Source: an optimization exercise on an open RTL-to-GDS flow (aim: small area, a short achievable clock period and few clock cycles per item). Production flows keep margins and buffers that such runs may drop.
In this exercise RTL edits were held to simulation tests only and were not proved equivalent to the original.
Power and IR drop assume default switching activity.

$ cat flow/design.v
module hacodec (
    input  wire       clk,
    input  wire       rst,
    input  wire       in_valid,
    output wire       in_ready,
    input  wire [7:0] in_data,
    input  wire       in_last,
    output wire       out_valid,
    input  wire       out_ready,
    output wire [7:0] out_data,
    output wire       out_last
);
    function [7:0] bdec;               
        input [7:0] b;
        bdec = {1'b0, b[7:4], 3'b000} + {3'b000, b[7:4], 1'b0} + {4'd0, b[3:0]};
    endfunction
    function bok;
        input [7:0] b;
        bok = (b[7:4] <= 4'd9) && (b[3:0] <= 4'd9);
    endfunction
    function [7:0] benc;               
        input [7:0] v;
        case (v[6:0])
            7'd0 : benc = 8'h00;
            7'd1 : benc = 8'h01;
            7'd2 : benc = 8'h02;
            7'd3 : benc = 8'h03;
            7'd4 : benc = 8'h04;
            7'd5 : benc = 8'h05;
            7'd6 : benc = 8'h06;
            7'd7 : benc = 8'h07;
            7'd8 : benc = 8'h08;
            7'd9 : benc = 8'h09;
            7'd10: benc = 8'h10;
            7'd11: benc = 8'h11;
            7'd12: benc = 8'h12;
            7'd13: benc = 8'h13;
            7'd14: benc = 8'h14;
            7'd15: benc = 8'h15;
            7'd16: benc = 8'h16;
            7'd17: benc = 8'h17;
            7'd18: benc = 8'h18;
            7'd19: benc = 8'h19;
            7'd20: benc = 8'h20;
            7'd21: benc = 8'h21;
            7'd22: benc = 8'h22;
            7'd23: benc = 8'h23;
            7'd24: benc = 8'h24;
            7'd25: benc = 8'h25;
            7'd26: benc = 8'h26;
            7'd27: benc = 8'h27;
            7'd28: benc = 8'h28;
            7'd29: benc = 8'h29;
            7'd30: benc = 8'h30;
            7'd31: benc = 8'h31;
            7'd32: benc = 8'h32;
            7'd33: benc = 8'h33;
            7'd34: benc = 8'h34;
            7'd35: benc = 8'h35;
            7'd36: benc = 8'h36;
            7'd37: benc = 8'h37;
            7'd38: benc = 8'h38;
            7'd39: benc = 8'h39;
            7'd40: benc = 8'h40;
            7'd41: benc = 8'h41;
            7'd42: benc = 8'h42;
            7'd43: benc = 8'h43;
            7'd44: benc = 8'h44;
            7'd45: benc = 8'h45;
            7'd46: benc = 8'h46;
            7'd47: benc = 8'h47;
            7'd48: benc = 8'h48;
            7'd49: benc = 8'h49;
            7'd50: benc = 8'h50;
            7'd51: benc = 8'h51;
            7'd52: benc = 8'h52;
            7'd53: benc = 8'h53;
            7'd54: benc = 8'h54;
            7'd55: benc = 8'h55;
            7'd56: benc = 8'h56;
            7'd57: benc = 8'h57;
            7'd58: benc = 8'h58;
            7'd59: benc = 8'h59;
            7'd60: benc = 8'h60;
            7'd61: benc = 8'h61;
            7'd62: benc = 8'h62;
            7'd63: benc = 8'h63;
            7'd64: benc = 8'h64;
            7'd65: benc = 8'h65;
            7'd66: benc = 8'h66;
            7'd67: benc = 8'h67;
            7'd68: benc = 8'h68;
            7'd69: benc = 8'h69;
            7'd70: benc = 8'h70;
            7'd71: benc = 8'h71;
            7'd72: benc = 8'h72;
            7'd73: benc = 8'h73;
            7'd74: benc = 8'h74;
            7'd75: benc = 8'h75;
            7'd76: benc = 8'h76;
            7'd77: benc = 8'h77;
            7'd78: benc = 8'h78;
            7'd79: benc = 8'h79;
            7'd80: benc = 8'h80;
            7'd81: benc = 8'h81;
            7'd82: benc = 8'h82;
            7'd83: benc = 8'h83;
            7'd84: benc = 8'h84;
            7'd85: benc = 8'h85;
            7'd86: benc = 8'h86;
            7'd87: benc = 8'h87;
            7'd88: benc = 8'h88;
            7'd89: benc = 8'h89;
            7'd90: benc = 8'h90;
            7'd91: benc = 8'h91;
            7'd92: benc = 8'h92;
            7'd93: benc = 8'h93;
            7'd94: benc = 8'h94;
            7'd95: benc = 8'h95;
            7'd96: benc = 8'h96;
            7'd97: benc = 8'h97;
            7'd98: benc = 8'h98;
            7'd99: benc = 8'h99;
            default: benc = 8'hxx;
        endcase
    endfunction
    function [15:0] hund;
        input [7:0] y;
        hund = {1'b0, {9'd0, y[7:4]} * 13'd250 + {9'd0, y[3:0]} * 13'd25, 2'd0};
    endfunction
    function [15:0] dstep;
        input [7:0] a;                 
        input [7:0] q;
        reg [7:0] a2;
        reg       ge;
        begin
            a2 = {a[6:0], q[7]};
            ge = (a2 >= 8'd100);
            dstep = {ge ? a2 - 8'd100 : a2, q[6:0], ge};
        end
    endfunction
    reg [79:0] Fv;                     
    reg [3:0]  flen;
    reg        fbin;                   
    reg        fatal;
    reg [2:0]  err;
    reg [79:0] Sv;                     
    reg        tx;                     
    reg        ov, ol;
    reg [7:0]  od;
    reg [7:0]  X;                      
    reg        sd;                     
    reg [1:0]  hp;                     
    reg [3:0]  wp;                     
    reg [7:0]  rem;                    
    reg [2:0]  oph, opl;               
    reg        opf0;                   
    reg        bad, oe, eq39;
    reg [3:0]  nlen;
    reg        nfb;
    reg        cpend;                  
    reg        wst;                    
    reg        dec1;                   
    reg [2:0]  dc;                     
    wire [7:0] F [0:9];
    wire [7:0] S [0:9];
    genvar g;
    generate for (g = 0; g < 10; g = g + 1) begin : bytes
        assign F[g] = Fv[8*g +: 8];
        assign S[g] = Sv[8*g +: 8];
    end endgenerate
    assign in_ready  = ~tx;
    assign out_valid = ov;
    assign out_data  = od;
    assign out_last  = ol;
    wire g0 = (oph == 3'd0);           
    wire g1 = (oph == 3'd1);           
    wire g2 = (oph == 3'd2);           
    wire g3 = (oph == 3'd3);           
    wire g4 = (oph == 3'd4);           
    wire o_bcddec = g0 & ~opl[0];
    wire o_bcdenc = g0 &  opl[0];
    wire o_adrenc = g1 & ~opl[0];
    wire o_adrdec = g1 &  opl[0];
    wire o_cmdenc = g2 & ~opl[0];
    wire o_cmddec = g2 &  opl[0];
    wire o_fbuild = g3 & (opl == 3'd0);
    wire o_fload  = g3 & (opl == 3'd1);
    wire o_enc    = g4 & ~opl[2] & ~opl[0];    
    wire o_dec2   = g4 & ~opl[2] &  opl[0];    
    wire o_put    = g4 &  opl[2] & ~opl[0];    
    wire o_get    = g4 &  opl[2] &  opl[0];    
    wire o_ts     = ~opl[1];                   
    wire o_enc16  = g4 & ~opl[0];
    reg i_known;
    always @(*) begin
        case (in_data)
            8'h00, 8'h01, 8'h10, 8'h11, 8'h20, 8'h21, 8'h30, 8'h31, 8'h32, 8'h33,
            8'h34, 8'h40, 8'h41, 8'h42, 8'h43, 8'h44, 8'h45, 8'h46, 8'h47, 8'hF0:
                i_known = 1'b1;
            default: i_known = 1'b0;
        endcase
    end
    wire [2:0] ih = in_data[6:4];
    wire [2:0] il = in_data[2:0];
    wire i_f0     = (in_data == 8'hF0);
    wire i_fparse = (ih == 3'd3) & (il == 3'd2);
    wire i_fread  = (ih == 3'd3) & (il == 3'd3);
    wire i_fclr   = (ih == 3'd3) & il[2];
    wire i_get    = (ih == 3'd4) & il[2] & il[0];
    wire i_tsget  = i_get & ~il[1];
    wire i_v16get = i_get &  il[1];
    wire i_len1   = (ih == 3'd3) & (il[2] | il[1]) | i_get | (ih == 3'd7);
    wire i_enc    = (ih == 3'd4) & ~il[2] & ~il[0];
    reg [7:0] i_rem;                   
    always @(*) begin
        case (ih)
            3'd0:             i_rem = 8'd1;
            3'd1:             i_rem = il[0] ? 8'd1 : 8'd2;
            3'd2:             i_rem = il[0] ? 8'd1 : 8'd3;
            3'd3:             i_rem = il[2] | il[1] ? 8'd0 : il[0] ? 8'd1 : 8'd2;
            3'd4:             i_rem = il[2] ? (il[0] ? 8'd0 : il[1] ? 8'd3 : 8'd7)
                                            : (il[1] ? 8'd2 : 8'd6);
            default:          i_rem = 8'd0;
        endcase
    end
    wire ok12 = bok(F[1]) & bok(F[2]);
    wire okF2 = fbin | ok12;
    wire okF6 = fbin | (ok12 & bok(F[3]) & bok(F[4]) & bok(F[5]) & bok(F[6]));
    wire first  = (hp == 2'd0);
    wire hdr    = (o_fload & hp == 2'd1) | (o_fbuild & hp == 2'd2);
    wire s_nok = o_bcddec | o_dec2;
    wire s_99  = o_bcdenc | (o_enc16 & wp[3:2] != 2'd0) | (o_enc16 & wp == 4'd3);
    wire s_39  = o_enc16 & (wp == 4'd1);
    wire s_15  = o_adrenc | (o_enc16 & (wp == 4'd2) & eq39);
    wire s_63  = o_cmdenc & (wp == 4'd2);
    wire s_9   = o_fbuild & (hp == 2'd2);
    wire s_fl  = o_fload & (hp == 2'd1);
    wire s_1   = o_cmdenc & ~wp[1];
    wire chk_oe = (s_nok & ~bok(in_data)) | (s_99 & (in_data > 8'd99)) |
                  (s_39 & (in_data > 8'd39)) | (s_15 & (in_data > 8'd15)) |
                  (s_63 & (in_data > 8'd63)) | (s_9 & (in_data > 8'd9)) |
                  (s_fl & ((in_data == 8'd0) | (in_data > 8'd10)));
    wire chk_bad = s_1 & (in_data > 8'd1);
    reg [2:0] code;                    
    always @(*) begin
        case (oph)
            3'd0:    code = opl[0] ? 3'd5 : 3'd3;
            3'd3:    code = opl[0] ? 3'd4 : 3'd2;
            3'd4:    code = (opl[0] & ~opl[2]) ? 3'd3 : 3'd5;
            default: code = 3'd1;
        endcase
    end
    wire       k7    = fatal & ~opf0;
    wire       badr  = bad | (~hdr & (rem != 8'd1));
    wire       n_bad = badr | chk_bad | (hdr & (in_data != 8'd0));
    wire       n_oe  = oe | chk_oe;
    wire [2:0] st_n  = k7 ? 3'd7 : n_bad ? 3'd6 : n_oe ? code : 3'd0;
    reg [2:0] st_1;
    always @(*) begin
        if (fatal & ~i_f0)                  st_1 = 3'd7;
        else if (~i_known | ~i_len1)        st_1 = 3'd6;
        else if (i_fparse)                  st_1 = (flen == 4'd0) ? 3'd4 : 3'd0;
        else if (i_tsget)                   st_1 = (flen < 4'd7) ? 3'd4 : okF6 ? 3'd0 : 3'd3;
        else if (i_v16get)                  st_1 = (flen < 4'd3) ? 3'd4 : okF2 ? 3'd0 : 3'd3;
        else                                st_1 = 3'd0;
    end
    wire [2:0] status = first ? st_1 : st_n;
    wire       res_ok = ~status[2] & (status[1] == status[0]);    
    reg [3:0] rl_n, rl_1;
    always @(*) begin
        case (oph)
            3'd0:    rl_n = 4'd1;
            3'd1:    rl_n = opl[0] ? 4'd2 : 4'd1;
            3'd2:    rl_n = opl[0] ? 4'd3 : 4'd1;
            3'd4:    rl_n = o_put ? 4'd0 : opl[1] ? 4'd2 : 4'd6;
            default: rl_n = 4'd0;
        endcase
        rl_1 = 4'd0;
        if (i_fparse | i_fread) rl_1 = flen + 4'd1;
        if (i_tsget)            rl_1 = 4'd6;
        if (i_v16get | (ih == 3'd7)) rl_1 = 4'd2;
    end
    wire [3:0] rl = first ? rl_1 : rl_n;
    wire [3:0] bp0 = first ? ((ih == 3'd3) ? 4'd0 : i_get ? 4'd2 : 4'd1)
                           : (o_enc ? 4'd2 : 4'd1);
    wire       i_frb = fbin & (i_fparse | i_fread);
    wire [7:0]  pa   = first ? F[1] : S[0];
    wire [15:0] pval = hund(pa);
    wire [7:0]  fbd  = fbin ? F[2] : bdec(F[2]);
    wire [15:0] rv   = (o_get & fbin) ? {F[1], F[2]} : {S[8], S[9]} + {8'd0, S[1]};
    wire        rhi  = opl[2] ? (wp == 4'd2) : (wp == 4'd1);
    wire [7:0]  rb   = rhi ? rv[15:8] : rv[7:0];
    wire       xsf = (g3 & ~(fbin & (wp == 4'd1 | wp == 4'd2))) | o_get;
    wire [7:0] xn  = xsf ? F[wp] : S[wp];
    wire [7:0] Y  = sd ? (o_enc ? S[1] : S[0]) : X;
    wire [7:0] dX = bdec(Y);
    wire [7:0] eX = benc(Y);
    reg [7:0] nb;                      
    always @(*) begin
        case (oph)
            3'd0: nb = opl[0] ? eX : dX;
            3'd1: nb = ~opl[0] ? {S[0][3:0], S[1][3:0]} :
                       (wp == 4'd1) ? {4'd0, S[0][7:4]} : {4'd0, S[0][3:0]};
            3'd2: nb = ~opl[0] ? {S[0][0], S[1][0], S[2][5:0]} :
                       (wp == 4'd1) ? {7'd0, S[0][7]} : (wp == 4'd2) ? {7'd0, S[0][6]} :
                       {2'd0, S[0][5:0]};
            3'd3: nb = opl[0] ? ((wp == 4'd0) ? {4'd0, flen} : (fbin & wp != 4'd1) ? eX : X)
                              : ((wp == 4'd0) ? F[0] : (wp == 4'd1) ? {4'd0, flen - 4'd1} :
                                 fbin ? eX : X);
            3'd4: nb = ~opl[0] ? eX :
                       opl[2] ? ((wp < 4'd4) ? rb : fbin ? X : dX)
                              : ((wp < 4'd3) ? rb : dX);
            default: nb = (wp == 4'd1) ? {fatal, 4'd0, err} : 8'h0A;
        endcase
    end
    wire [15:0] d1 = dstep(S[2], S[1]);
    wire [15:0] d2 = dstep(d1[15:8], d1[7:0]);
    wire acc  = in_valid & ~tx;
    wire last = acc & in_last;
    wire dgo  = acc & (first ? i_frb : o_enc & (wp == 4'd2));
    wire dact = (dc != 3'd0);
    wire [2:0] dc_n = dgo ? 3'd4 : first & acc ? 3'd0 : dact ? dc - 3'd1 : 3'd0;
    wire dec1_n = acc & ~first & o_dec2 & (wp == 4'd1);
    wire [3:0] wi = (o_enc & (wp == 4'd1 | wp == 4'd2)) ? {2'd0, wp[1:0] ^ 2'b11} : wp;
    integer k;
    always @(posedge clk) begin
        for (k = 0; k < 10; k = k + 1)
            if (acc & ~first & ~hdr & (wi == k))
                Sv[8*k +: 8] <= in_data;
        if (dact)
            Sv[23:8] <= d2;
        if (dec1)
            Sv[15:8] <= bdec(S[1]);
        if (~tx & first)
            Sv[23:8] <= {F[1], fbd};
        if (~tx & (first | (o_dec2 & wp == 4'd1)))
            {Sv[71:64], Sv[79:72]} <= pval;
        dec1 <= dec1_n;
        if (rst) begin
            tx    <= 1'b0;
            ov    <= 1'b0;
            hp    <= 2'd0;
            dc    <= 3'd0;
            cpend <= 1'b0;
            wst   <= 1'b0;
            flen  <= 4'd0;
            fbin  <= 1'b0;
            fatal <= 1'b0;
            err   <= 3'd0;
        end else begin
            dc <= dc_n;
            wst   <= 1'b0;
            cpend <= 1'b0;
            if (wst) begin
                if (od[2:0] != 3'd7) err <= od[2:0];
                if (od[2:0] == 3'd1) fatal <= 1'b1;
            end
            if (cpend & (od[2:0] == 3'd0)) begin
                Fv   <= Sv;
                flen <= nlen;
                fbin <= nfb;
            end
            if (acc) begin
                eq39 <= (in_data == 8'd39);
                if (first) begin
                    oph  <= ih;
                    opl  <= il;
                    opf0 <= i_f0;
                    hp   <= 2'd1;
                    wp   <= {3'd0, i_enc};
                    bad  <= ~i_known;
                    oe   <= 1'b0;
                    rem  <= i_rem;
                end else begin
                    if (hp != 2'd3) hp <= hp + 2'd1;
                    if (~hdr & (wp != 4'd15)) wp <= wp + 4'd1;
                    bad <= bad | chk_bad | (rem == 8'd0);
                    oe  <= n_oe;
                    rem <= hdr ? in_data : rem - 8'd1;
                    if (s_fl) nlen <= in_data[3:0];
                    if (s_9)  nlen <= in_data[3:0] + 4'd1;
                end
            end
            if (last) begin
                tx  <= 1'b1;
                ov  <= (dc_n == 3'd0) & ~dec1_n;
                od  <= {5'd0, status};
                ol  <= ~res_ok | (rl == 4'd0);
                rem <= {4'd0, rl};
                wp  <= bp0;
                sd  <= 1'b1;
                wst <= first ? ~i_f0 : ~opf0;
                if (first) begin
                    cpend <= i_fclr;
                    nlen  <= 4'd0;
                end else begin
                    cpend <= o_fload | o_fbuild | o_put;
                    nfb   <= o_put;
                    if (o_put) nlen <= o_ts ? 4'd7 : 4'd3;
                end
            end else if (tx) begin
                if (~ov) begin
                    if (g3 ? (dc_n[2:1] == 2'd0) : (dc_n == 3'd0)) ov <= 1'b1;
                end else if (out_ready) begin
                    if (ol) begin
                        tx <= 1'b0;
                        ov <= 1'b0;
                        hp <= 2'd0;
                    end else begin
                        od  <= nb;
                        X   <= xn;
                        sd  <= 1'b0;
                        wp  <= wp + 4'd1;
                        rem <= rem - 8'd1;
                        ol  <= (rem == 8'd1);
                    end
                end
            end
        end
    end
endmodule
$ cat flow/run.sh
#!/bin/bash
# synth_recipe.tcl (not shown) runs the flow's synth.tcl, then flattens the netlist and writes it again
# the make line also repeats each setting of config.mk as NAME=value (left out here)
make -C /OpenROAD-flow-scripts/flow DESIGN_CONFIG=/design/flow/config.mk WORK_HOME=/design/flow/orfs CLKGATE_MAP_FILE= SYNTH_SCRIPT=/design/flow/synth_recipe.tcl finish
$ cat flow/config.mk
export PLATFORM = sky130hd
export DESIGN_NAME = hacodec
export DESIGN_NICKNAME = hacodec
export VERILOG_FILES = /design/flow/design.v
export SDC_FILE = /design/flow/constraint.sdc
export NUM_CORES = 4
export LEC_CHECK = 0
export ABC_CLOCK_PERIOD_IN_PS = 4000
export CAP_MARGIN = 20
export CORE_MARGIN = 2
export CORE_UTILIZATION = 40
export SETUP_SLACK_MARGIN = 5
export SLEW_MARGIN = 20
$ cat flow/constraint.sdc
create_clock -name core_clock -period 10.0 [get_ports {clk}]
set_input_delay 2.0000 -clock core_clock [delete_from_list [all_inputs] [get_ports {clk}]]
set_output_delay 2.0000 -clock core_clock [all_outputs]
set_load 0.01 [all_outputs]
==> results of run 1 <==
[power breakdown]
part           total, W  internal [W]  switching (W)
logic           0.00110      0.000443       0.000659
registers       0.00123       0.00111       0.000121
clock network  0.000960      0.000577       0.000383
total           0.00329       0.00213        0.00116
[what timing repair did]
action | in CTS | in global routing
pin swaps | 2 | 5
gates resized for setup | 7 | 13
setup endpoints to repair | 9 | 10
gates cloned | 2 | 0
setup buffers | 8 | 11
[flip-flops by register name, summed over array words and instances, names as in the netlist, 2 cells and up]
register / count
oph: 3
dc: 3
Fv: 80
hp: 2
X: 8
Sv: 80
flen: 4
rem: 8
od: 8
err: 3
opl: 3
wp: 4
nlen: 4
[stage by stage]
stage          setup slack [ns]  total power (W)
4_1_cts                   5.006         0.003235
3_5_place_dp              4.427         0.002267
3_3_place_gp              4.541         0.002253
2_1_floorplan             5.014         0.001934
5_1_grt                   5.008         0.003447
6_report                  5.229         0.003293
[kinds of logic (layout without fill, tap and decap cells)]
family	after synthesis	in the layout	share of synthesized area (%)
compound gates	514	514	22.23
buf+inv	159	172	4.222
mux	37	37	2.428
simple gates	529	531	16.24
flops	224	224	42.22
xor+xnor	57	57	3.240
other cells	0	1	0
fa+ha+maj	106	106	9.419
[metal layers]
layer / vias to the layer above / part of all wire, %
li1: 6119 / -
met1: 6770 / 42
met2: 803 / 44
met3: 122 / 10
met4: 0 / 3.9
met5: - / 0
[placed cells by master, fill, tap and decap left out, drive strengths merged, types with 15 or more instances in the layout]
cell type / netlist / layout
clkbuf: 80 / 32
a211oi: 19 / 19
inv: 57 / 56
xnor2: 41 / 41
mux2i: 34 / 34
nor3: 28 / 28
ha: 88 / 88
a222oi: 17 / 17
a22oi: 54 / 54
a21o: 19 / 19
nand4: 17 / 17
nor2b: 23 / 23
edfxtp: 202 / 202
nor2: 144 / 145
a31oi: 20 / 20
fa: 17 / 17
nand3: 45 / 45
o21ai: 127 / 127
xor2: 16 / 16
o211ai: 15 / 15
nand2: 176 / 176
dfxtp: 22 / 22
buf: 22 / 46
clkdlybuf4s50: 0 / 22
nand2b: 16 / 16
a21oi: 121 / 121
and2: 17 / 17
[worst max-delay path by stage]
stage,start,cells after the start,end
after floorplan,hp[0],22,Sv[69]
after global placement,in_valid,12,od[4]
after detailed placement,oph[2],16,od[4]
after CTS,hp[1],18,Sv[69]
after global routing,in_valid,12,od[1]
final,in_valid,12,od[1]
[final cells by class]
class | instances | area, µm² | share of cell area, %
Tap cell | 511 | 639.4 | 3.728
Inverter | 57 | 217.7 | 1.269
Sequential cell | 224 | 6509 | 37.95
Antenna cell | 1 | 2.502 | 0.01459
Multi-Input combinational cell | 1245 | 8358 | 48.73
Timing Repair Buffer | 69 | 578.1 | 3.371
Clock inverter | 14 | 172.7 | 1.007
Clock buffer | 32 | 673.1 | 3.925
==> flow_summary_export.csv, run 1 <==
group,metric,value,unit
run_status,status,"complete, no violations",
placed_design,port_buffers,23,
route,drt-initial-drc-count,2018,
die,start_util,40.72,%
worst_hold_path,hold_class,"reg -> reg",
sta,slew_headroom,22.47,%
critical_path,critPathMaxFanout,20,
route,drc,0,
placed_design,place_inst,2085,
die,fp-row-count,71,
yosys,ys_dominant_reg_cell,"edfxtp_1",
cts,hold_buffers,0,
yosys,ys_warn_count,1,
yosys,syn_area,15410,µm²
critical_path,crit_path_end_kind,"flip-flop",
route,via_count,13810,
power_and_ir_drop,power.density,192.0,nW/µm²
critical_path,crit_path_max_incr_delay,0.47,ns
grt,antenna_found_initial,0,
finish,final_nets,1741,
route,ant_nets,0,
grt,grt_use_met2,43.17,%
cts,clockBufferDepth,3,
critical_path,crit_chain,"clkdlybuf4s50_1 > nor2b_2 > nand2_2 > inv_2 > a21oi_1 > o221ai_1 > a31o_2 > a311oi_1 > and3_1 > nand2_1 > o21ai_0 > nor3_1",
sta,post-route-min-period,4.771,ns
sta,drv_slew,0,
die,die-height,200.3,µm
yosys,yosysSeqAreaShare,42.22,%
cts,clockRootBuffer,"clkbuf_16",
cts,cts.reportedPaths.clkPinSlew,0.06,ns
sta,skew,0.01712,ns
yosys,syn_nets,1744,
cts,numCtsBuffers,26,
grt,use_met1,39.01,%
critical_path,r2r_cells,16,
yosys,ys_seq_elements,224,
yosys,synth_cell_types,91,
cts,cts_num_sinks,224,
sta,setup-tns-final,0,ns
route,wirelength,57.49,mm
power_and_ir_drop,leakage,6.224,nW
finish,utilization,45.32,%
route,vias_per_cell,6.416,
grt,grt_pass1_vias,12930,
critical_path,cp-start-kind,"primary input",
critical_path,cpLargestDelayFamily,"compound AO/OA/AOI/OAI gates",
power_and_ir_drop,ir_drop,0.2449,mV
route,first_pass_iters,7,
grt,grtUsageMet3,5.223,%
worst_hold_path,min_path_cells,0,
worst_hold_path,min-delay-start,"Sv[59]",
yosys,netlist_top_cells_area,"edfxtp_1, ha_1, nand2_1",
sta,holdWs,0.4451,ns
finish,areaGrowthSynthToFinish,11.30,%
critical_path,critPathBufInv,2,
sta,setup_viol,0,
cts,htreeDepth,1,
die,fp.coreArea,37840,µm²
yosys,yosysMostFrequentCell,"edfxtp_1",
yosys,netlist_instances,1626,
route,post_drt_wl_per_cell,26.70,µm
die,io_pins,24,
grt,grt_pass1_wl,85.22,mm
sta,max_slew.worst_pin.slew,1.158,ns
yosys,synthTopCellsByCount,"edfxtp_1, nand2_1, nor2_1",
finish,drive_gt1_share,8.105,%
critical_path,r2r_setup_slack,5.23,ns
die,dieArea,40110,µm²
cts,cts_tree,"built",
sta,fmax,209.6,MHz
sta,finalHoldViolCount,0,
critical_path,rr_startpoint,"oph[1]",
grt,grt.total_usage,27.87,%
critical_path,cp.required,10.28,ns
grt,grt_max_degree,81,
cts,insertion_delay,0.55,ns
yosys,synth-edff-count,202,
critical_path,crit_slowest_cell,"clkdlybuf4s50_1",
placed_design,placed_area,16060,µm²
sta,rsz0062_at_grt,"false",
die,die_w,200.3,µm
critical_path,reg2reg_to,"od[4]",
yosys,synth_top_area_share,39.37,%
job,cap_violations,0,
yosys,synth_async_sr_flop_share,0,%
finish,final_cells,2153,
worst_hold_path,whs_endpoint,"Fv[59]",
placed_design,dpl.hpwl,41.16,mm
sta,fin_crit_sh,47.71,%
yosys,avgSynthCellArea,9.476,µm²
finish,fillCellCount,3686,
critical_path,crit_arrival,5.05,ns
critical_path,path_class,"in -> reg",
grt,gr-total-overflow,0,
placed_design,gp_congestion,1.029,
finish,design_area,17150,µm²
yosys,yosysTopAreaCell,"edfxtp_1",
grt,grt_busiest_layer,"met2",
Testbench counts, summed over its fixed seeds: cycles 245,796, requests 32,000.
==> run 2: changes to the inputs <==
--- a/flow/design.v
+++ b/flow/design.v
@@ -126,6 +126,2 @@
     endfunction
-    function [15:0] hund;
-        input [7:0] y;
-        hund = {1'b0, {9'd0, y[7:4]} * 13'd250 + {9'd0, y[3:0]} * 13'd25, 2'd0};
-    endfunction
     function [15:0] dstep;
@@ -162,3 +158,3 @@
     reg        wst;                    
-    reg        dec1;                   
+    reg [1:0]  hc;                     
     reg [2:0]  dc;                     
@@ -287,6 +283,9 @@
     wire       i_frb = fbin & (i_fparse | i_fread);
-    wire [7:0]  pa   = first ? F[1] : S[0];
-    wire [15:0] pval = hund(pa);
-    wire [7:0]  fbd  = fbin ? F[2] : bdec(F[2]);
-    wire [15:0] rv   = (o_get & fbin) ? {F[1], F[2]} : {S[8], S[9]} + {8'd0, S[1]};
+    wire [7:0]  ha   = first ? F[1] : S[0];
+    wire [7:0]  hb   = g3 | ~opl[2] ? S[1] : F[2];
+    wire [15:0] hx   = {S[8], S[9]};
+    wire [15:0] hn   = {hx[12:0], 3'd0} + {hx[14:0], 1'b0} +
+                       {12'd0, (hc == 2'd2) ? hb[7:4] : hb[3:0]};
+    wire        h0   = ~tx & (first | (o_dec2 & wp == 4'd1));
+    wire [15:0] rv   = (o_get & fbin) ? {F[1], F[2]} : hx;
     wire        rhi  = opl[2] ? (wp == 4'd2) : (wp == 4'd1);
@@ -294,4 +293,4 @@
     wire       xsf = (g3 & ~(fbin & (wp == 4'd1 | wp == 4'd2))) | o_get;
-    wire [7:0] xn  = xsf ? F[wp] : S[wp];
-    wire [7:0] Y  = sd ? (o_enc ? S[1] : S[0]) : X;
+    wire [7:0] xn  = xsf ? F[wp] : S[(g3 & wp == 4'd1) ? 4'd0 : wp];
+    wire [7:0] Y  = sd ? S[0] : X;
     wire [7:0] dX = bdec(Y);
@@ -316,3 +315,3 @@
     end
-    wire [15:0] d1 = dstep(S[2], S[1]);
+    wire [15:0] d1 = dstep(S[2], S[0]);
     wire [15:0] d2 = dstep(d1[15:8], d1[7:0]);
@@ -323,4 +322,5 @@
     wire [2:0] dc_n = dgo ? 3'd4 : first & acc ? 3'd0 : dact ? dc - 3'd1 : 3'd0;
-    wire dec1_n = acc & ~first & o_dec2 & (wp == 4'd1);
-    wire [3:0] wi = (o_enc & (wp == 4'd1 | wp == 4'd2)) ? {2'd0, wp[1:0] ^ 2'b11} : wp;
+    wire hwait = first ? ((ih == 3'd4) & il[2] & il[0] & ~fbin) : o_dec2;
+    wire [1:0] hc_n = h0 ? 2'd2 : (hc != 2'd0) ? hc - 2'd1 : 2'd0;
+    wire [3:0] wi = (o_enc & wp == 4'd1) ? 4'd2 : (o_enc & wp == 4'd2) ? 4'd0 : wp;
     integer k;
@@ -331,10 +331,9 @@
         if (dact)
-            Sv[23:8] <= d2;
-        if (dec1)
-            Sv[15:8] <= bdec(S[1]);
+            {Sv[23:16], Sv[7:0]} <= d2;
         if (~tx & first)
-            Sv[23:8] <= {F[1], fbd};
-        if (~tx & (first | (o_dec2 & wp == 4'd1)))
-            {Sv[71:64], Sv[79:72]} <= pval;
-        dec1 <= dec1_n;
+            {Sv[23:16], Sv[7:0]} <= {F[1], F[2]};
+        if (h0)
+            {Sv[71:64], Sv[79:72]} <= {8'd0, bdec(ha)};
+        else if (hc != 2'd0)
+            {Sv[71:64], Sv[79:72]} <= hn;
         if (rst) begin
@@ -344,2 +343,3 @@
             dc    <= 3'd0;
+            hc    <= 2'd0;
             cpend <= 1'b0;
@@ -352,2 +352,3 @@
             dc <= dc_n;
+            hc <= hc_n;
             wst   <= 1'b0;
@@ -363,2 +364,6 @@
             end
+            if (~tx) begin
+                od <= {5'd0, status};
+                ol <= ~res_ok | (rl == 4'd0);
+            end
             if (acc) begin
@@ -386,5 +391,3 @@
                 tx  <= 1'b1;
-                ov  <= (dc_n == 3'd0) & ~dec1_n;
-                od  <= {5'd0, status};
-                ol  <= ~res_ok | (rl == 4'd0);
+                ov  <= (dc_n == 3'd0) & ~hwait;
                 rem <= {4'd0, rl};
@@ -403,3 +406,3 @@
                 if (~ov) begin
-                    if (g3 ? (dc_n[2:1] == 2'd0) : (dc_n == 3'd0)) ov <= 1'b1;
+                    if (g3 ? (dc_n[2:1] == 2'd0) : (dc_n == 3'd0) & (hc_n == 2'd0)) ov <= 1'b1;
                 end else if (out_ready) begin
==> flow/flow/run.sh (new file) <==
#!/bin/bash
set -euo pipefail
bash standard.sh SETUP_SLACK_MARGIN=6 finish > flow_standard.log 2>&1
==> flow/standard.sh (new file) <==
#!/bin/bash
# synth_recipe.tcl (not shown) runs the flow's synth.tcl, then flattens the netlist and writes it again
# the make line also repeats each setting of config.mk as NAME=value (left out here)
make -C /OpenROAD-flow-scripts/flow DESIGN_CONFIG=/design/flow/config.mk WORK_HOME=/design/flow/orfs CLKGATE_MAP_FILE= SYNTH_SCRIPT=/design/flow/synth_recipe.tcl "${@:-finish}"
removed: flow/run.sh
==> flow_summary_export.csv, run 2 <==
group,metric,value,unit
worst_hold_path,min-delay-start,"Sv[41]",
placed_design,pre_cts_slack,4.962,ns
yosys,synth_cell_types,90,
critical_path,crit_path_start,"tx",
finish,drive_gt1_share,14.67,%
sta,drv_slew,0,
route,ant_nets,0,
yosys,synth_xor_area_share,1.964,%
critical_path,path_class,"reg -> out",
finish,fillCellCount,3438,
cts,htreeDepth,1,
yosys,synth_top_family_by_area,"compound AO/OA/AOI/OAI gates",
finish,final_nets,1628,
route,wirelength,57.96,mm
sta,rsz0062_at_grt,"true",
grt,grt_pass1_wl,84.28,mm
finish,diodes,0,
yosys,synthMuxAreaShare,5.961,%
yosys,yosysMostFrequentCell,"edfxtp_1",
cts,clockBufferDepth,3,
die,fp.coreArea,36430,µm²
route,drc,0,
worst_hold_path,hold_class,"reg -> reg",
cts,cts.reportedPaths.clkPinSlew,0.06,ns
grt,antenna_found_initial,2,
cts,cts_num_sinks,225,
route,vias_per_cell,6.700,
yosys,yosysTopAreaCell,"edfxtp_1",
cts,numCtsBuffers,27,
finish,layout_commonest_cell,"edfxtp_1",
critical_path,cp.required,8.00,ns
finish,areaGrowthSynthToFinish,16.53,%
critical_path,critPathMaxFanout,14,
yosys,netlist_top_cells_area,"edfxtp_1, ha_1, a21oi_1",
sta,setup_viol,0,
critical_path,crit_path_end_kind,"output port",
sta,fmax,250.5,MHz
yosys,netlist_instances,1502,
grt,grt_pass1_vias,12930,
sta,fin_crit_sh,39.91,%
sta,post-route-min-period,3.991,ns
yosys,yosysSeqAreaShare,44.01,%
critical_path,crit_chain,"buf_4 > inv_1 > clkdlybuf4s50_1",
route,first_pass_iters,8,
die,io_pins,24,
die,die_w,195.8,µm
placed_design,dpl.hpwl,39.62,mm
power_and_ir_drop,leakage,6.178,nW
power_and_ir_drop,ir_drop,0.1062,mV
job,cap_violations,0,
yosys,synth-edff-count,197,
placed_design,gp_congestion,0.9651,
power_and_ir_drop,power.density,200.4,nW/µm²
yosys,avgSynthCellArea,9.796,µm²
route,via_count,13600,
yosys,synth-adder-area-share,6.497,%
die,fp-row-count,70,
critical_path,cp-start-kind,"flip-flop",
die,die-height,195.8,µm
route,post_drt_wl_per_cell,28.57,µm
sta,slew_headroom,26.78,%
finish,most-common-layout-cells,"edfxtp_1, nand2_1, nor2_1",
sta,setup_slack,6.009,ns
yosys,ys_warn_count,1,
yosys,synth-simple-area-share,15.80,%
critical_path,rr_startpoint,"oph[0]",
yosys,syn_nets,1587,
cts,insertion_delay,0.58,ns
placed_design,port_buffers,23,
critical_path,crit_slowest_cell,"clkdlybuf4s50_1",
yosys,syn_area,14710,µm²
sta,max_slew.worst_pin.slew,1.098,ns
yosys,ys_dominant_reg_cell,"edfxtp_1",
cts,clockRootBuffer,"clkbuf_16",
run_status,status,"complete, no violations",
sta,finalHoldViolCount,0,
grt,grt_max_degree,81,
cts,cts_tree,"built",
critical_path,crit_arrival,1.99,ns
critical_path,crit_path_max_incr_delay,0.61,ns
die,dieArea,38340,µm²
die,start_util,40.38,%
sta,skew,0.01049,ns
cts,hold_buffers,0,
yosys,synth_compound_area_share,21.83,%
yosys,synth_top_area_share,40.20,%
sta,setup-tns-final,0,ns
grt,gr-total-overflow,0,
yosys,synth_async_sr_flop_share,0,%
yosys,synthTopCellsByCount,"edfxtp_1, nand2_1, nor2_1",
grt,grt.total_usage,29.29,%
finish,top_regs,"Fv: 80 flops, Sv: 80 flops",
route,drt-initial-drc-count,2161,
yosys,ys_seq_elements,225,
run 2: cell count changes after synthesis, sizes merged, moves of 11 or more:
| cell | change |
|---|---|
| nand2 | -41 |
| o21ai | -33 |
| a22oi | -22 |
| ha | -22 |
| xnor2 | -22 |
| mux2i | +19 |
| nor3 | +17 |
| clkbuf | -12 |
| mux2 | +12 |
| a31oi | +11 |
| fa | -11 |
run 2: area by class of cell:
| cell class | instances | area (µm²) | area share (%) |
|---|---|---|---|
| multi-input cells | 1133 | 7978 | 46.53 |
| flip-flops and latches | 225 | 6476 | 37.77 |
| repair buffers | 106 | 1104 | 6.436 |
| clock buffers | 35 | 715.7 | 4.174 |
| well taps | 468 | 585.6 | 3.415 |
| inverters | 50 | 210.2 | 1.226 |
| clock inverters | 12 | 77.57 | 0.4524 |
run 2: cell families after synthesis:
family	after synthesis
AOI/OAI and AO/OA	479
xor gates and xnor gates	33
adders and majority gates	73
buffers and inverters	144
DFF	225
muxes	75
and+or+nand+nor	473
run 2: final timing paths:
path,end,slack (ns),depth (start not counted)
max,in_ready,6.01,3
min,Fv[41],0.45,0
max reg2reg,Sv[70],6.02,16
min reg2reg,Fv[41],0.45,0
run 2: stage by stage:
step                util [%]  instances  hold slack [ns]  total power [W]  instance area [µm²]
detailed placement     42.55       1945           0.4352         0.002422                15500
global placement       42.54       1945           0.4320         0.002409                15500
floorplan                  -       1502           0.4244         0.002034                14730
global route           47.06       2029           0.4534         0.003581                17150
CTS                    45.89       2012           0.4469         0.003357                16720
finish                 47.06       2029           0.4487         0.003436                17150
run 2: power by group:
group	switching (W)	total [W]	internal (W)	leakage (nW)
Combinational	0.000747	0.00124	0.000497	3.74
Sequential	0.000155	0.00127	0.00112	2.05
Clock	0.000415	0.000920	0.000505	0.392
run 2: critical path: cells and delay by family, from the launching register on:
kind                   cells  cell delay, ns
DFF                        1            0.29
buffers and inverters      3            1.12
run 2: routing by layer:
| metal | track usage (%) | vias up | share of wire (%) |
|---|---|---|---|
| met5 | 0 | - | 0.048 |
| met4 | 11.17 | 2 | 4.3 |
| met3 | 7.048 | 191 | 12 |
| met2 | 45.77 | 931 | 44 |
| met1 | 39.50 | 6575 | 39 |
| li1 | - | 5896 | - |
run 2: what timing repair did:
| item | in CTS | in global routing |
|---|---|---|
| buffers inserted | 18 | 11 |
| pin swaps | 7 | 16 |
| gates cloned | 2 | 4 |
| setup endpoints to repair | 76 | 42 |
| resized for setup | 50 | 48 |
Testbench counts of run 2, summed over its fixed seeds: cycles 252,879, requests 32,000.
==> run 3: changes to the inputs <==
==> flow/run.sh (new file) <==
#!/bin/bash
# synth_recipe.tcl (not shown) runs the flow's synth.tcl, then flattens the netlist and writes it again
# the make line also repeats each setting of config.mk as NAME=value (left out here)
make -C /OpenROAD-flow-scripts/flow DESIGN_CONFIG=/design/flow/config.mk WORK_HOME=/design/flow/orfs CLKGATE_MAP_FILE= SYNTH_SCRIPT=/design/flow/synth_recipe.tcl finish
removed: flow/flow/run.sh
removed: flow/standard.sh
==> flow_summary_export.csv, run 3 <==
group,metric,value,unit
route,vias_per_cell,6.700,
job,cap_violations,0,
yosys,netlist_top_cells_area,"edfxtp_1, ha_1, a21oi_1",
yosys,ys_warn_count,1,
cts,clockBufferDepth,3,
finish,layout_commonest_cell,"edfxtp_1",
grt,grt_pass1_wl,82.77,mm
finish,final_nets,1591,
critical_path,critPathMaxFanout,18,
cts,numCtsBuffers,26,
sta,holdWs,0.4466,ns
finish,most-common-layout-cells,"edfxtp_1, nand2_1, nor2_1",
yosys,ys_dominant_reg_cell,"edfxtp_1",
power_and_ir_drop,power.density,210.3,nW/µm²
yosys,synthTopCellsByCount,"edfxtp_1, nand2_1, nor2_1",
grt,grt.total_usage,28.81,%
critical_path,path_class,"reg -> reg",
sta,finalHoldViolCount,0,
yosys,syn_area,14710,µm²
cts,htreeDepth,1,
cts,cts_tree,"built",
die,die-height,195.8,µm
worst_hold_path,min_path_cells,0,
route,drt-initial-drc-count,2021,
yosys,synth_async_sr_flop_share,0,%
critical_path,r2r_cells,15,
sta,max_slew.worst_pin.slew,1.045,ns
sta,post-route-min-period,4.757,ns
yosys,synth_cell_types,90,
sta,fmax,210.2,MHz
die,fp-row-count,70,
grt,gr-total-overflow,0,
worst_hold_path,whs_endpoint,"Fv[32]",
finish,top_regs,"Fv: 80 flops, Sv: 80 flops",
critical_path,crit_arrival,5.21,ns
route,drc,0,
sta,slew_headroom,30.05,%
finish,areaGrowthSynthToFinish,11.89,%
die,die_w,195.8,µm
die,io_pins,24,
sta,setup_viol,0,
sta,rsz0062_at_grt,"false",
sta,fin_crit_sh,47.57,%
finish,drive_gt1_share,9.895,%
die,start_util,40.38,%
placed_design,port_buffers,23,
placed_design,dpl.hpwl,40.04,mm
critical_path,crit_path_end_kind,"flip-flop",
grt,grt_max_degree,81,
critical_path,cp.required,10.45,ns
yosys,ys_seq_elements,225,
die,fp.coreArea,36430,µm²
cts,cts.reportedPaths.clkPinSlew,0.06,ns
worst_hold_path,hold_class,"reg -> reg",
critical_path,rr_startpoint,"oph[1]",
route,wirelength,56.13,mm
yosys,yosysMostFrequentCell,"edfxtp_1",
critical_path,reg2reg_to,"Sv[70]",
route,first_pass_iters,7,
critical_path,cp-start-kind,"flip-flop",
route,via_count,13360,
power_and_ir_drop,leakage,5.881,nW
power_and_ir_drop,ir_drop,0.1174,mV
cts,clockRootBuffer,"clkbuf_16",
cts,cts_num_sinks,225,
yosys,avgSynthCellArea,9.796,µm²
die,dieArea,38340,µm²
yosys,yosysTopAreaCell,"edfxtp_1",
yosys,synth_top_area_share,40.20,%
cts,insertion_delay,0.58,ns
yosys,syn_nets,1587,
grt,grt_pass1_vias,12760,
sta,drv_slew,0,
sta,skew,0.03479,ns
placed_design,gp_congestion,0.9596,
route,post_drt_wl_per_cell,28.15,µm
sta,setup-tns-final,0,ns
yosys,netlist_instances,1502,
grt,antenna_found_initial,2,
finish,diodes,0,
worst_hold_path,min-delay-start,"Sv[32]",
yosys,synth-edff-count,197,
yosys,yosysSeqAreaShare,44.01,%
critical_path,r2r_setup_slack,5.24,ns
cts,hold_buffers,0,
route,ant_nets,0,
run_status,status,"complete, no violations",
==> run 3: cell counts after synthesis <==
Identical to the previous run, type by type.
==> run 3: how the worst max path moves through the flow <==
| stage | startpoint | end | slack [ns] | depth (start not counted) |
|---|---|---|---|---|
| after CTS | oph[2] | Sv[70] | 5.21 | 16 |
| after detailed placement | in_data[1] | ol | 4.79 | 12 |
| final | oph[1] | Sv[70] | 5.24 | 15 |
| after global placement | in_data[1] | ol | 4.88 | 12 |
| after floorplan | rst | Fv[0] | 5.03 | 2 |
| after global routing | oph[1] | Sv[70] | 5.06 | 15 |
==> run 3: power by group <==
group / switching [W] / internal [W] / total (W)
clock network: 0.000407 / 0.000611 / 0.00102
logic: 0.000708 / 0.000460 / 0.00117
registers: 0.000159 / 0.00112 / 0.00128
==> run 3: metrics by stage <==
stage | utilization [%] | area [µm²] | instances | total power, W | worst slack (ns)
finish | 45.19 | 16460 | 1994 | 0.003463 | 5.243
detailed placement | 42.45 | 15470 | 1941 | 0.002418 | 4.793
floorplan | - | 14710 | 1502 | 0.002033 | 5.033
global placement | 42.44 | 15460 | 1941 | 0.002407 | 4.882
CTS | 44.98 | 16390 | 1989 | 0.003430 | 5.206
global route | 45.19 | 16460 | 1994 | 0.003622 | 5.059
==> run 3: layer usage <==
metal	global-route usage (%)	vias up	part of all wire [%]
met5	0	-	0.029
met2	45.25	910	44
met1	39.67	6442	40
li1	-	5808	-
met3	5.673	197	12
met4	10.44	2	4.2
==> run 3: cell families (layout without fill, tap and decap cells) <==
kind of cell / count (synthesis) / in the layout / share of synthesized area (%)
simple gates: 473 / 473 / 15.80
compound gates: 479 / 479 / 21.83
buf+inv: 144 / 168 / 3.937
fa+ha+maj: 73 / 73 / 6.497
flops: 225 / 225 / 44.01
xor+xnor: 33 / 33 / 1.964
mux: 75 / 75 / 5.961
==> run 3: worst max-delay path, stage by stage (launching register included) <==
cell       delay (ns)
edfxtp_1         0.81
nand2_1          0.50
nand2_1          0.35
mux4_2           0.32
inv_1            0.06
fa_1             0.47
inv_1            0.07
fa_1             0.46
a21o_1           0.18
a21oi_1          0.20
nand2b_1         0.18
a211oi_1         0.11
o31a_1           0.30
o21ai_0          0.19
a21oi_1          0.11
a2111oi_0        0.37
==> run 3: repair_timing <==
item / 4_1_cts / 5_1_grt
gates resized for setup: 0 / 0
endpoints found under the setup margin: 0 / 1
setup buffers: 0 / 4
endpoints found under the hold margin: 0 / 0
==> run 3: layout make-up <==
type                       instances  area, µm²
timing repair buffer              70      595.6
multi-input combinational       1133       7695
fill                            3477      19970
clock inverter                    11      161.4
tap                              468      585.6
clock buffer                      37      762.0
inverter                          50      187.7
sequential                       225       6476
==> run 4: changes to the inputs <==
--- a/flow/design.v
+++ b/flow/design.v
@@ -144,2 +144,3 @@
     reg        tx;                     
+    reg        rdy;                    
     reg        ov, ol;
@@ -167,3 +168,3 @@
     end endgenerate
-    assign in_ready  = ~tx;
+    assign in_ready  = rdy;
     assign out_valid = ov;
@@ -322,4 +323,4 @@
     wire [2:0] dc_n = dgo ? 3'd4 : first & acc ? 3'd0 : dact ? dc - 3'd1 : 3'd0;
-    wire hwait = first ? ((ih == 3'd4) & il[2] & il[0] & ~fbin) : o_dec2;
     wire [1:0] hc_n = h0 ? 2'd2 : (hc != 2'd0) ? hc - 2'd1 : 2'd0;
+    wire hwait = first ? ((ih == 3'd4) & il[2] & il[0] & ~fbin) : o_dec2 & (hc_n != 2'd0);
     wire [3:0] wi = (o_enc & wp == 4'd1) ? 4'd2 : (o_enc & wp == 4'd2) ? 4'd0 : wp;
@@ -340,2 +341,3 @@
             tx    <= 1'b0;
+            rdy   <= 1'b1;
             ov    <= 1'b0;
@@ -391,2 +393,3 @@
                 tx  <= 1'b1;
+                rdy <= 1'b0;
                 ov  <= (dc_n == 3'd0) & ~hwait;
@@ -410,2 +413,3 @@
                         tx <= 1'b0;
+                        rdy <= 1'b1;
                         ov <= 1'b0;
==> flow/flow/run.sh (new file) <==
#!/bin/bash
set -euo pipefail
bash standard.sh SETUP_SLACK_MARGIN=7 finish > flow_standard.log 2>&1
==> flow/standard.sh (new file) <==
#!/bin/bash
# synth_recipe.tcl (not shown) runs the flow's synth.tcl, then flattens the netlist and writes it again
# the make line also repeats each setting of config.mk as NAME=value (left out here)
make -C /OpenROAD-flow-scripts/flow DESIGN_CONFIG=/design/flow/config.mk WORK_HOME=/design/flow/orfs CLKGATE_MAP_FILE= SYNTH_SCRIPT=/design/flow/synth_recipe.tcl "${@:-finish}"
removed: flow/run.sh
==> flow_summary_export.csv, run 4 <==
group,metric,value,unit
route,post_drt_wl_per_cell,29.02,µm
sta,finalHoldViolCount,0,
grt,grt_pass1_wl,94.71,mm
critical_path,cp-start-kind,"primary input",
die,start_util,40.55,%
cts,htreeDepth,1,
critical_path,crit_slowest_cell,"o32a_1",
route,ant_nets,0,
critical_path,reg2reg_to,"Sv[79]",
critical_path,crit_path_end_kind,"flip-flop",
route,first_pass_iters,6,
grt,grt_pass1_vias,13990,
yosys,avgSynthCellArea,9.632,µm²
critical_path,r2r_cells,16,
cts,cts_num_sinks,226,
yosys,synth_async_sr_flop_share,0,%
die,io_pins,24,
finish,diodes,0,
worst_hold_path,min_path_cells,0,
sta,drv_slew,0,
critical_path,crit_chain,"buf_6 > buf_12 > clkinv_8 > ha_4 > nor2_4 > o31a_1 > o32a_1 > a211o_1 > a2bb2oi_2 > or3_1 > a31oi_1",
cts,numCtsBuffers,26,
critical_path,r2r_setup_slack,6.51,ns
route,via_count,14870,
finish,areaGrowthSynthToFinish,27.80,%
grt,gr-total-overflow,0,
critical_path,cp.required,10.42,ns
finish,final_nets,1798,
power_and_ir_drop,leakage,7.135,nW
yosys,synthTopCellsByCount,"edfxtp_1, nor2_1, nand2_1",
grt,antenna_found_initial,0,
sta,setup-tns-final,0,ns
cts,hold_buffers,0,
die,dieArea,39670,µm²
cts,insertion_delay,0.58,ns
critical_path,crit_arrival,4.11,ns
grt,grt_max_degree,50,
route,vias_per_cell,6.631,
worst_hold_path,min-delay-start,"Sv[56]",
sta,fin_crit_sh,36.92,%
yosys,yosysMostFrequentCell,"edfxtp_1",
sta,post-route-min-period,3.692,ns
sta,skew,0.02128,ns
finish,most-common-layout-cells,"edfxtp_1, nor2_1, buf_4",
yosys,yosysTopAreaCell,"edfxtp_1",
grt,grt.total_usage,32.52,%
worst_hold_path,whs_endpoint,"Fv[56]",
yosys,netlist_top_cells_area,"edfxtp_1, ha_1, mux2i_1",
yosys,yosysSeqAreaShare,42.63,%
cts,cts.reportedPaths.clkPinSlew,0.06,ns
placed_design,gp_congestion,0.9679,
cts,cts_tree,"built",
critical_path,crit_path_max_incr_delay,0.38,ns
sta,setup_viol,0,
cts,clockBufferDepth,3,
job,cap_violations,0,
finish,fillCellCount,3311,
yosys,synth_top_area_share,38.82,%
critical_path,cpLargestDelayFamily,"compound AO/OA/AOI/OAI gates",
finish,top_regs,"Fv: 80 flops, Sv: 80 flops",
yosys,netlist_instances,1582,
yosys,ys_dominant_reg_cell,"edfxtp_1",
sta,holdWs,0.4463,ns
die,fp.coreArea,37580,µm²
run_status,status,"complete, no violations",
finish,layout_commonest_cell,"edfxtp_1",
cts,clockRootBuffer,"clkbuf_16",
critical_path,critPathMaxFanout,5,
sta,rsz0062_at_grt,"true",
sta,slew_headroom,25.39,%
critical_path,path_class,"in -> reg",
power_and_ir_drop,ir_drop,0.1159,mV
yosys,syn_nets,1668,
route,drc,0,
die,die_w,199.2,µm
critical_path,critPathBufInv,3,
yosys,ys_warn_count,1,
route,wirelength,65.06,mm
power_and_ir_drop,power.density,194.7,nW/µm²
critical_path,rr_startpoint,"oph[2]",
finish,drive_gt1_share,26.57,%
worst_hold_path,hold_class,"reg -> reg",
die,die-height,199.2,µm
sta,max_slew.worst_pin.slew,1.109,ns
yosys,ys_seq_elements,226,
yosys,synth_cell_types,90,
placed_design,dpl.hpwl,41.54,mm
placed_design,port_buffers,23,
yosys,synth-edff-count,197,
yosys,syn_area,15240,µm²
sta,fmax,270.8,MHz
route,drt-initial-drc-count,2154,
die,fp-row-count,71,
-- run 4: through the flow --
step / area [µm²] / power [W] / std cells / utilization [%] / setup WS, ns
final: 19470 / 0.003792 / 2242 / 51.83 / 6.308
after floorplan: 15840 / 0.002071 / 1582 / - / 6.034
after detailed placement: 16330 / 0.002447 / 2046 / 43.45 / 4.860
after global routing: 19470 / 0.003934 / 2242 / 51.83 / 6.250
after CTS: 18850 / 0.003671 / 2205 / 50.16 / 6.299
after global placement: 16320 / 0.002431 / 2046 / 43.43 / 4.826
-- run 4: report_power, final --
| group | internal [W] | switching, W | leakage [nW] |
|---|---|---|---|
| registers | 0.00111 | 0.000146 | 2.06 |
| clock network | 0.000651 | 0.000429 | 0.463 |
| logic | 0.000602 | 0.000849 | 4.62 |
| total | 0.00237 | 0.00142 | 7.14 |
-- run 4: routing by layer --
metal / GRT usage, % / vias up / part of all wire, %
li1: - / 6356 / -
met1: 44.17 / 7227 / 39
met2: 48.78 / 1057 / 43
met3: 7.696 / 227 / 12
met4: 15.51 / 0 / 5.3
met5: 0 / - / 0
-- run 4: cell type report --
cell class	instances	area (µm²)	area share, %
Clock buffer	31	689.4	3.540
Clock inverter	16	266.5	1.368
Sequential cell	226	6501	33.38
Tap cell	511	639.4	3.283
Multi-Input combinational cell	1207	9179	47.13
Timing Repair Buffer	197	1938	9.952
Timing Repair inverter	1	7.507	0.03855
Inverter	53	254.0	1.304
-- run 4: how the worst max path moves through the flow --
stage                           from  slack, ns    end  cells past startpoint
after floorplan           in_data[1]       6.03     ol                     10
after global placement    in_data[3]       4.83     ol                      8
after detailed placement  in_data[3]       4.86  od[0]                      8
after CTS                 in_data[4]       6.30     ol                      9
after global routing      in_data[1]       6.25     ol                     11
final                     in_data[1]       6.31     ol                     11
-- run 4: cell families (layout without fill, tap and decap cells) --
logic type	Yosys count	count (layout)	share of synthesized area, %
flops	226	226	42.63
fa+ha+maj	74	74	6.355
mux	89	89	6.708
xor+xnor	32	32	1.839
buf+inv	158	298	4.196
simple gates	504	513	16.37
compound gates	499	499	21.90
-- run 4: what timing repair did --
item	in CTS	in global routing
pin swaps	57	60
buffers inserted	98	35
setup endpoints to repair	273	199
gates cloned	14	2
gates resized for setup	225	82
Testbench counts of run 4, summed over its fixed seeds: cycles 251,380, requests 32,000.
==> run 5: changes to the inputs <==
==> flow/flow/run.sh (replaced) <==
#!/bin/bash
set -euo pipefail
bash standard.sh SETUP_SLACK_MARGIN=7 MATCH_CELL_FOOTPRINT=0 \
  "BUFFER_PORTS_ARGS=-buffer_cell sky130_fd_sc_hd__buf_4" finish > flow_standard.log 2>&1
==> flow_summary_export.csv, run 5 <==
group,metric,value,unit
run_status,status,"complete, no violations",
yosys,ys_warn_count,1,
critical_path,crit_arrival,3.83,ns
grt,gr-total-overflow,0,
finish,diodes,0,
yosys,yosysSeqAreaShare,42.63,%
job,cap_violations,0,
power_and_ir_drop,netSwitchingFraction,37.51,%
route,vias_per_cell,6.567,
power_and_ir_drop,power.share.clock,27.3,%
cts,cts_tree,"built",
sta,max_slew.worst_pin.slew,1.158,ns
route,first_pass_iters,9,
critical_path,crit_path_end_kind,"flip-flop",
yosys,syn_area,15240,µm²
die,start_util,40.55,%
grt,grt_pass1_vias,13480,
yosys,yosysMostFrequentCell,"edfxtp_1",
finish,areaGrowthSynthToFinish,24.06,%
cts,insertion_delay,0.58,ns
sta,skew,0.03119,ns
sta,finalHoldViolCount,0,
yosys,ys_dominant_reg_cell,"edfxtp_1",
route,via_count,14420,
yosys,ys_seq_elements,226,
yosys,synth-edff-count,197,
route,drc,0,
finish,top_regs,"Fv: 80 flops, Sv: 80 flops",
die,fp-row-count,71,
yosys,netlist_top_cells_area,"edfxtp_1, ha_1, mux2i_1",
finish,most-common-layout-cells,"edfxtp_1, nor2_1, buf_4",
worst_hold_path,hold_class,"reg -> reg",
critical_path,cp-endpoint,"ol",
finish,drive_gt1_share,23.44,%
placed_design,port_buffers,23,
critical_path,reg2reg_to,"Sv[67]",
critical_path,cp.required,10.30,ns
placed_design,gp_congestion,0.9816,
cts,clockBufferDepth,3,
grt,grt_pass1_wl,90.27,mm
sta,fin_crit_sh,35.29,%
grt,antenna_found_initial,0,
yosys,netlist_instances,1582,
power_and_ir_drop,internal_power,0.002317,W
sta,drv_slew,0,
grt,grt.total_usage,31.10,%
power_and_ir_drop,ir_drop,0.1477,mV
sta,setup-tns-final,0,ns
critical_path,cp-start-kind,"primary input",
yosys,synthTopCellsByCount,"edfxtp_1, nor2_1, nand2_1",
sta,fmax,283.3,MHz
route,post_drt_wl_per_cell,28.21,µm
critical_path,r2r_cells,17,
die,io_pins,24,
grt,grt_max_degree,69,
placed_design,dpl.hpwl,40.93,mm
route,drt-initial-drc-count,2285,
critical_path,path_class,"in -> reg",
yosys,yosysTopAreaCell,"edfxtp_1",
sta,setup_viol,0,
power_and_ir_drop,power_frac_comb,39.1,%
power_and_ir_drop,power.density,196.2,nW/µm²
critical_path,rr_startpoint,"oph[2]",
power_and_ir_drop,leakage,6.818,nW
die,die-height,199.2,µm
route,wirelength,61.95,mm
power_and_ir_drop,power_switching,0.001391,W
sta,post-route-min-period,3.529,ns
yosys,synth_cell_types,90,
critical_path,crit_path_start,"in_data[3]",
yosys,synth_async_sr_flop_share,0,%
route,ant_nets,0,
finish,layout_commonest_cell,"edfxtp_1",
finish,final_nets,1751,
finish,utilization,50.31,%
finish,fillCellCount,3462,
cts,clockRootBuffer,"clkbuf_16",
cts,cts.reportedPaths.clkPinSlew,0.06,ns
critical_path,critPathMaxFanout,23,
yosys,syn_nets,1668,
cts,htreeDepth,1,
die,dieArea,39670,µm²
critical_path,r2r_setup_slack,6.53,ns
power_and_ir_drop,seqPwrFrac,33.6,%
sta,slew_headroom,22.12,%
cts,numCtsBuffers,26,
yosys,synth_top_area_share,38.82,%
cts,cts_num_sinks,226,
die,fp.coreArea,37580,µm²
die,die_w,199.2,µm
cts,hold_buffers,0,
yosys,avgSynthCellArea,9.632,µm²
sta,rsz0062_at_grt,"true",
-- run 5: cell types whose count changed in the layout (fill, tap and decap cells not counted), moves of 4 or more --
cell and change:
a2111oi_0 -4, buf_12 -9, a2111oi_1 +4, a21oi_1 +4, buf_16 +5, clkbuf_16 +6, clkbuf_1 +7, a21oi_2 -5
and2_4 -9, bufbuf_16 -6, buf_4 -15, buf_2 -10
-- run 5: routing by layer --
metal / vias to the layer above / routed length, µm / GRT usage (%)
met5: - / 0 / 0
met4: 0 / 3181 / 13.05
met3: 192 / 7229 / 8.084
met2: 969 / 26660 / 46.87
met1: 7015 / 24880 / 42.31
li1: 6246 / - / -
-- run 5: power by group through the flow --
stage	Combinational, W	Clock (W)	Sequential, W
2_1_floorplan	0.000880	0	0.00119
4_1_cts	0.00133	0.00102	0.00124
3_5_place_dp	0.00115	0	0.00129
6_report	0.00145	0.00101	0.00125
5_1_grt	0.00157	0.00105	0.00125
3_3_place_gp	0.00113	0	0.00129
-- run 5: kinds of logic (layout without fill, tap and decap cells) --
family | Yosys count | after routing | synth area share, %
AO/OA/AOI/OAI | 499 | 499 | 21.90
XOR/XNOR | 32 | 32 | 1.839
adder cells (fa/ha/maj) | 74 | 74 | 6.355
buffers and inverters | 158 | 261 | 4.196
flip-flops | 226 | 226 | 42.63
multiplexers | 89 | 89 | 6.708
AND/OR/NAND/NOR | 504 | 504 | 16.37
-- run 5: repair_timing --
| action | 4_1_cts | 5_1_grt |
|---|---|---|
| pin swaps | 43 | 38 |
| cloned | 6 | 0 |
| buffers inserted | 78 | 25 |
| gates resized for setup | 138 | 61 |
| endpoints found under the setup margin | 221 | 154 |
-- run 5: cell type report --
type	count	area, µm²	share of cell area [%]
clock buffer	37	713.2	3.773
clock inverter	11	180.2	0.9531
inverter	53	255.2	1.350
multi-input combinational	1198	9036	47.80
sequential	226	6501	34.39
tap	511	639.4	3.382
timing repair buffer	159	1572	8.313
timing repair inverter	1	7.507	0.03971
-- run 5: how the worst min path moves through the flow --
stage	start	to	slack [ns]	cells past startpoint
after floorplan	Sv[51]	Fv[51]	0.42	0
after global placement	Sv[57]	Fv[57]	0.42	0
after detailed placement	Sv[51]	Fv[51]	0.43	0
after CTS	Sv[51]	Fv[51]	0.44	0
after global routing	Sv[57]	Fv[57]	0.45	0
final	Sv[25]	Fv[25]	0.45	0
-- run 5: through the flow --
step | hold slack [ns] | total power, W | setup WS (ns) | cells | area (µm²)
6_report | 0.4459 | 0.003708 | 6.471 | 2196 | 18900
5_1_grt | 0.4549 | 0.003868 | 6.416 | 2196 | 18900
4_1_cts | 0.4448 | 0.003593 | 6.482 | 2171 | 18430
3_5_place_dp | 0.4307 | 0.002434 | 5.533 | 2039 | 16180
3_3_place_gp | 0.4243 | 0.002417 | 5.607 | 2039 | 16170
2_1_floorplan | 0.4204 | 0.002068 | 6.074 | 1582 | 15760
-- run 5: worst max-delay path, cell delays in order --
cell and delay, ns:
buf_6 0.17, or3_4 0.39, a31oi_2 0.21, o22ai_2 0.11
buf_4 0.16, o41ai_2 0.37, a2bb2oi_2 0.13, a211oi_2 0.16
a31oi_1 0.10
==> run 6: changes to the inputs <==
==> flow/flow/run.sh (replaced) <==
#!/bin/bash
set -euo pipefail
bash standard.sh SETUP_SLACK_MARGIN=6 MATCH_CELL_FOOTPRINT=0 \
  "BUFFER_PORTS_ARGS=-buffer_cell sky130_fd_sc_hd__buf_4" finish > flow_standard.log 2>&1
==> flow_summary_export.csv, run 6 <==
group,metric,value,unit
run_status,status,"complete, no violations",
cts,hold_buffers,0,
power_and_ir_drop,power.share.clock,27.0,%
sta,post-route-min-period,3.898,ns
cts,cts.reportedPaths.clkPinSlew,0.06,ns
die,die_w,199.2,µm
sta,max_slew.worst_pin.slew,1.079,ns
yosys,yosysMostFrequentCell,"edfxtp_1",
yosys,syn_area,15240,µm²
route,first_pass_iters,7,
sta,setup_slack,6.102,ns
route,vias_per_cell,6.614,
power_and_ir_drop,seqPwrFrac,38.5,%
yosys,ys_dominant_reg_cell,"edfxtp_1",
critical_path,crit_path_start,"sd",
route,drt-initial-drc-count,1926,
finish,areaGrowthSynthToFinish,10.95,%
sta,holdWs,0.4468,ns
route,post_drt_wl_per_cell,28.05,µm
critical_path,reg2reg_to,"od[4]",
sta,finalHoldViolCount,0,
power_and_ir_drop,netSwitchingFraction,38.38,%
critical_path,r2r_setup_slack,6.10,ns
cts,numCtsBuffers,26,
finish,final_nets,1655,
power_and_ir_drop,ir_drop,0.1129,mV
yosys,synth-edff-count,197,
yosys,syn_nets,1668,
critical_path,rr_startpoint,"sd",
job,cap_violations,0,
critical_path,crit_path_end_kind,"flip-flop",
yosys,netlist_top_cells_area,"edfxtp_1, ha_1, mux2i_1",
placed_design,gp_congestion,1.032,
cts,insertion_delay,0.57,ns
critical_path,cp-endpoint,"od[4]",
die,io_pins,24,
power_and_ir_drop,leakage,6.048,nW
sta,fmax,256.5,MHz
finish,ff_latch_area,6496,µm²
sta,slew_headroom,27.82,%
yosys,yosysTopAreaCell,"edfxtp_1",
critical_path,cp.required,10.30,ns
power_and_ir_drop,power_switching,0.001283,W
grt,grt.total_usage,29.26,%
power_and_ir_drop,power.density,197.7,nW/µm²
worst_hold_path,min_path_cells,0,
sta,drv_slew,0,
critical_path,critPathMaxFanout,14,
cts,htreeDepth,1,
sta,setup_viol,0,
sta,fin_crit_sh,38.98,%
placed_design,place_inst,2037,
die,die-height,199.2,µm
power_and_ir_drop,internal_power,0.002060,W
worst_hold_path,hold_class,"reg -> reg",
finish,final_cells,2100,
finish,drive_gt1_share,11.58,%
grt,grt_max_degree,77,
yosys,synthTopCellsByCount,"edfxtp_1, nor2_1, nand2_1",
power_and_ir_drop,power_frac_comb,34.6,%
finish,utilization,44.99,%
placed_design,pre_cts_slack,5.290,ns
sta,setup-tns-final,0,ns
yosys,synth_top_area_share,38.82,%
critical_path,r2r_cells,11,
worst_hold_path,min-delay-start,"Sv[25]",
route,ant_nets,0,
sta,rsz0062_at_grt,"true",
grt,grt_pass1_wl,85.65,mm
critical_path,path_class,"reg -> reg",
grt,antenna_found_initial,2,
cts,cts_num_sinks,226,
yosys,yosysSeqAreaShare,42.63,%
yosys,ys_seq_elements,226,
yosys,synth_cell_types,90,
sta,skew,0.01714,ns
placed_design,port_buffers,23,
critical_path,cp-start-kind,"flip-flop",
finish,diodes,0,
grt,gr-total-overflow,0,
finish,multi_input_area,8280,µm²
cts,clockBufferDepth,3,
die,start_util,40.55,%
finish,top_regs,"Fv: 80 flops, Sv: 80 flops",
critical_path,crit_arrival,4.20,ns
finish,fillCellCount,3628,
route,via_count,13890,
grt,grt_pass1_vias,12890,
cts,cts_tree,"built",
yosys,netlist_instances,1582,
yosys,synth_async_sr_flop_share,0,%
yosys,ys_warn_count,1,
route,drc,0,
finish,layout_commonest_cell,"edfxtp_1",
die,dieArea,39670,µm²
die,fp-row-count,71,
route,wirelength,58.90,mm
placed_design,dpl.hpwl,40.84,mm
yosys,avgSynthCellArea,9.632,µm²
finish,most-common-layout-cells,"edfxtp_1, nor2_1, nand2_1",
die,fp.coreArea,37580,µm²
cts,clockRootBuffer,"clkbuf_16",
run 6: cell counts after synthesis:
Identical to the previous run, type by type.
run 6: logic make-up (layout without fill, tap and decap cells):
logic type	count (synthesis)	count (layout)	share of synthesized area (%)
and+or+nand+nor	504	504	16.37
AOI/OAI and AO/OA	499	499	21.90
DFF	226	226	42.63
buffers and inverters	158	165	4.196
muxes	89	89	6.708
adders and majority gates	74	74	6.355
xor gates and xnor gates	32	32	1.839
run 6: area by class of cell:
cell class                      count  share of cell area (%)
Clock buffer                       32                   4.041
Sequential cell                   226                   38.42
Multi-Input combinational cell   1198                   48.97
Tap cell                          511                   3.782
Timing Repair Buffer               64                   2.864
Clock inverter                     16                  0.6438
Inverter                           53                   1.273
run 6: worst max-delay path: stages, from the launching register on:
cell	delay, ns
edfxtp_1	0.51
buf_4	0.24
mux2_4	0.33
clkinv_2	0.21
fa_1	0.55
inv_1	0.08
fa_1	0.46
xor2_1	0.20
a221o_1	0.35
a221o_1	0.25
o311ai_0	0.37
nand2_1	0.08
run 6: worst min path at each step:
stage	end	slack [ns]
2_1_floorplan	Fv[51]	0.42
3_3_place_gp	Fv[51]	0.42
3_5_place_dp	Fv[50]	0.43
4_1_cts	Fv[47]	0.45
5_1_grt	Fv[47]	0.45
6_report	Fv[25]	0.45
run 6: repair_timing:
item | in CTS | in global routing
setup buffers | 8 | 7
resized for setup | 7 | 21
setup endpoints to repair | 29 | 32
run 6: routing by layer:
metal  up-vias  GRT usage (%)  part of all wire, %
li1       6059              -                    -
met1      6731          39.55                   40
met2       922          44.46                   44
met3       175          6.835                   11
met4         2          13.41                  5.0
met5         -              0                0.024
run 6: power by group through the flow:
stage | clock (W) | combinational [W] | sequential (W)
after floorplan | 0 | 0.000835 | 0.00119
after global placement | 0 | 0.00109 | 0.00130
after detailed placement | 0 | 0.00109 | 0.00130
after CTS | 0.000914 | 0.00111 | 0.00128
after global routing | 0.000944 | 0.00127 | 0.00129
final | 0.000901 | 0.00116 | 0.00129
run 6: metrics by stage:
step	cell area [µm²]	total power, W
2_1_floorplan	15290	0.002023
3_3_place_gp	15850	0.002386
3_5_place_dp	15850	0.002394
4_1_cts	16740	0.003301
5_1_grt	16910	0.003498
6_report	16910	0.003343

afterwards: timing with drivers on the ports:
No port has a modelled driver above. Below, the same layouts with a new extraction and two added sets of constraints.
Step 1 sets driving cells, clkbuf_16 on the clock port and buf_2 on the other inputs (assumed; they add their load-dependent delay and slew).
Step 2 also shifts input and output timing later by t, the mid clock arrival at the registers, as if the neighbouring blocks saw the same clock.
a / b / c = ideal ports / drivers / drivers and shift; a / b = the first two.
run	t, ns	setup WS [ns]	latest minus earliest clock arrival (ns)	worst slew at a driven data input, ns
run 1	0.596	5.229 / 5.232 / 4.663	0.018 / 0.018	0.03
run 2	0.625	6.009 / 5.953 / 5.464	0.010 / 0.011	0.03
run 3	0.619	5.243 / 5.243 / 4.698	0.035 / 0.035	0.04
run 4	0.621	6.308 / 6.322 / 5.701	0.021 / 0.021	0.05
run 5	0.619	6.471 / 6.424 / 5.805	0.031 / 0.031	0.18
run 6	0.617	6.102 / 6.102 / 5.532	0.018 / 0.017	0.03
After both steps every run listed still meets setup and hold. For run 5, which loses most, drivers alone change the setup slack by -0.047 ns; drivers and shift together by -0.666 ns.
